Source: an optimization exercise on an open RTL-to-GDS flow (aim: small area, a short achievable clock period and few clock cycles). Production flows keep margins and buffers that such runs may drop. In this exercise RTL edits were held to simulation tests only and were not proved equivalent to the original. Power figures rest on the tool's default switching activity, not on a simulated workload.

==> build 33: inputs <==
// ecm_fce
module ecm_fce (
    input  logic        clk,
    input  logic        rst,       
    input  logic        req,
    input  logic        we,
    input  logic [7:0]  addr,
    input  logic [31:0] wdata,
    output logic        ack,
    output logic        err,
    output logic [31:0] rdata
);
    localparam int LINE_CAP = 64;
    logic [2:0]  st_err;
    logic [2:0]  st_cause;       
    logic [4:0]  st_index;       
    logic [31:0] can_id, bus_id, len, dgram_len, line_len;
    logic [17:0] wide;
    logic [15:0][31:0] data;
    logic [15:0][7:0]  dgram;
    logic [15:0][31:0] line_w;   
    localparam logic [2:0] S_IDLE = 3'd0, S_PARSE = 3'd1, S_ENC = 3'd2, S_SRST = 3'd3,
                           S_BAD = 3'd4, S_FIN = 3'd5, S_ENCA = 3'd6;
    logic [2:0]  state;
    logic        cmd_v;        
    logic        cmd_pe;       
    logic [4:0]  p_win;        
    logic        p_intok;      
    logic [5:0]  p_ntok;       
    logic [31:0] p_acc;        
    logic        p_accw;       
    wire idle = (state == S_IDLE);
    wire clr  = rst || (state == S_SRST);
    wire addr_bad = (addr[1:0] != 2'b00) || (addr[7:6] == 2'b11);
    wire [5:0] aw = addr[7:2];
  ...
clock: 8.0 ns
lec_check: 0
cap_margin: 30
core_margin: 2
core_utilization: 45
setup_slack_margin: 3.0
slew_margin: 40
run.sh (not shown) runs the stock make flow with config.mk's settings and CLKGATE_MAP_FILE= SYNTH_SCRIPT=/design/flow/synth_recipe.tcl, a recipe that flattens the netlist after the stock synthesis.
==> inputs of trial 13, as changes to build 33 <==
--- a/flow/design.v
+++ b/flow/design.v
@@ -167,18 +167,17 @@
     always_comb begin
         case (state)
             S_IDLE:  ack = req && !(!we && !addr_bad && rd_slow && !rd_pend) &&
                            !(we && !addr_bad && aw == 6'd0 && (c_anyp || c_srst));
             S_BAD:   ack = 1'b0;
-            S_PARSE: ack = req && p_last;
+            S_PARSE: ack = req && p_last && cmd_pe;
             S_ENCA:  ack = req && !we && addr == 8'h04;
             default: ack = req;
         endcase
     end
     assign err = req && idle && addr_bad;
     logic        rd_pend;
-    logic [31:0] rd_q;
     wire         rd_slow = aw[5] || (aw[4:3] == 2'b10);
     logic [31:0] rd_fast;
     always_comb begin
         case (aw[4:0])
             5'h01: rd_fast = (state == S_ENCA && cmd_v && enc_fail) ?
@@ -198,16 +197,14 @@
                               dgram[{aw[1:0], 2'd1}], dgram[{aw[1:0], 2'd0}]};
             5'h1C: rd_fast = LINE_CAP;
             default: rd_fast = 32'h0;
         endcase
     end
-    wire [31:0] rd_slowv = aw[5] ? line_w[aw[3:0]] : data[{1'b1, aw[2:0]}];
-    always_ff @(posedge clk) begin
-        rd_q    <= rd_slowv;
-        rd_pend <= !rst && req && !we && idle && !addr_bad && rd_slow && !rd_pend;
-    end
-    assign rdata = rd_pend ? rd_q : rd_fast;
+    wire rd_first = req && !we && idle && !addr_bad && rd_slow && !rd_pend;
+    always_ff @(posedge clk)
+        rd_pend <= !rst && rd_first;
+    assign rdata = rd_pend ? win_q : rd_fast;
     always_ff @(posedge clk) begin
         if (rst) begin
             state <= S_IDLE;
         end else begin
             case (state)
@@ -219,11 +216,11 @@
                         else if (p_start)
                             state <= !p_last ? S_PARSE : ((c_pe_v || c_pe_u) ? S_ENC : S_FIN);
                         else if (p_go)    state <= S_FIN;
                     end
                 S_PARSE:
-                    if (p_last) state <= cmd_pe ? S_ENCA : S_IDLE;
+                    if (p_last) state <= cmd_pe ? S_ENCA : S_FIN;
                 S_BAD:
                     if (w_anybad) state <= S_FIN;
                 default:
                     state <= S_IDLE;
             endcase
@@ -254,16 +251,30 @@
     wire hw_ll   = host_wr && aw == 6'h07;
     wire hw_data = host_wr && !aw[5] && (aw[4:3] == 2'b01 || aw[4:3] == 2'b10);
     wire hw_dg   = host_wr && aw[5:2] == 4'b0110;
     wire hw_line = host_wr && aw[5];
     wire        x_host = idle && (aw != 6'd0);
-    wire [31:0] x_ev = x_host ? wdata : b_ev;
-    wire [31:0] x_od = x_host ? wdata : b_od;
+    wire [31:0] x_ev = clr ? 32'd0 : (x_host ? wdata : (parsing ? b_ev : 32'd0));
+    wire [31:0] x_od = clr ? 32'd0 : (x_host ? wdata : (parsing ? b_od : 32'd0));
+    logic p_clrpend;
+    always_ff @(posedge clk)
+        p_clrpend <= p_end;
+    logic [15:0] p_clr;
+    always_comb
+        for (int i = 0; i < 16; i++)
+            p_clr[i] = p_clrpend && (len[4:0] <= 5'(i));
     wire       scan    = parsing || (state == S_BAD && !rst);
     wire [3:0] nxt_win = (scan && !p_last) ? p_win[3:0] + 4'd1 : 4'd0;
     always_ff @(posedge clk) begin
-        win_q <= clr ? 32'd0 : ((hw_line && aw[3:0] == 4'd0) ? wdata : line_w[nxt_win]);
+        if (clr)
+            win_q <= 32'd0;
+        else if (rd_first && !aw[5])
+            win_q <= data[{1'b1, aw[2:0]}];
+        else if (hw_line && aw[3:0] == 4'd0)
+            win_q <= wdata;
+        else
+            win_q <= line_w[rd_first ? aw[3:0] : nxt_win];
     end
     always_ff @(posedge clk) begin
         for (int j = 0; j < 16; j++)
             if (clr || (hw_line && aw[3:0] == 4'(j)))
                 line_w[j] <= clr ? 32'd0 : wdata;
@@ -284,20 +295,21 @@
         if (clr || hw_len || dec_ok || p_end)
             len <= clr ? 32'd0 :
                    (hw_len ? wdata : (dec_ok ? {28'd0, dec_l} : {26'd0, ntok_nx - 6'd1}));
     end
     always_ff @(posedge clk) begin
-        if (clr || hw_wide || dec_ok || p_start || tok_we[0])
+        if (clr || hw_wide || dec_ok || tok_we[0])
             wide[0] <= clr ? 1'b0 : (hw_wide ? wdata[0] : (tok_we[0] ? b_evw : 1'b0));
         if (clr || hw_wide || dec_ok)
             wide[1] <= clr ? 1'b0 : (hw_wide ? wdata[1] : 1'b0);
         for (int i = 0; i < 16; i++) begin
-            if (clr || (hw_data && {aw[4], aw[2:0]} == 4'(i)) || tok_we[i + 1])
-                data[i] <= clr ? 32'd0 : (((i + 1) % 2 == 0) ? x_ev : x_od);
-            else if (dec_ok || p_start)
-                data[i] <= (dec_ok && i < 8 && 4'(i) < dec_l) ? {24'd0, dgram[8 + i]} : 32'd0;
-            if (clr || hw_wide || dec_ok || p_start || tok_we[i + 1])
+            if (clr || (hw_data && {aw[4], aw[2:0]} == 4'(i)) || tok_we[i + 1] || dec_ok || p_clr[i]) begin
+                data[i] <= ((i + 1) % 2 == 0) ? x_ev : x_od;
+                if (i < 8 && dec_ok)
+                    data[i][7:0] <= (4'(i) < dec_l) ? dgram[8 + i] : 8'h00;
+            end
+            if (clr || hw_wide || dec_ok || tok_we[i + 1] || p_clr[i])
                 wide[2 + i] <= clr ? 1'b0 :
                                (hw_wide ? wdata[2 + i] :
                                 (tok_we[i + 1] ? (((i + 1) % 2 == 0) ? b_evw : b_odw) : 1'b0));
         end
     end
==> comparison <==
Against trial 13, the non-clock buffer count of build 33 is lower by 105.
Against build 33, the clock power of trial 13 is smaller by about 9%.
Between build 33 and trial 13, the lower sequential power is in trial 13 (gap about 10%, measured against trial 13).
Clock skew: build 33 is higher than trial 13 (15 ps).
Between build 33 and trial 13, the lower worst setup slack is in trial 13 (gap 33 ps).
Against build 33, the sequential share of layout area of trial 13 is higher by 3.1 points.
Testbench counts of build 33, summed over its fixed seeds: cycles 8,491.
Testbench counts of trial 13, summed over its fixed seeds: cycles 8,491.

==> re-timing with driven ports <==
How much do the figures lean on ideal ports? The routed layouts below were timed once more, with nothing changed but the port constraints. Step 1 (the two cells are an assumption about what drives the block):
set clk [get_ports {clk}]
set_driving_cell -lib_cell sky130_fd_sc_hd__clkbuf_16 $clk
set_driving_cell -lib_cell sky130_fd_sc_hd__buf_2 [delete_from_list [all_inputs] $clk]
Step 2 times the ports against the registers' clock, not the clock port: input delays grow and output delays shrink by t, the midpoint of the rising clock arrivals with the driver on. Three values: ideal ports, drivers, drivers and shift; two values: the first two.
| run | t (ns) | slack for setup (ns) | latest minus earliest clock arrival (ns) | pins driven straight from the clock port |
|---|---|---|---|---|
| build 33 | 0.938 | 2.180 / 2.059 / 2.059 | 0.066 / 0.065 | 1 |
| trial 13 | 0.944 | 2.147 / 1.671 / 1.671 | 0.053 / 0.052 | 1 |
After both steps every run listed still meets setup and hold. For trial 13, which loses most, drivers alone change the setup slack by -0.476 ns; drivers and shift together by -0.476 ns.
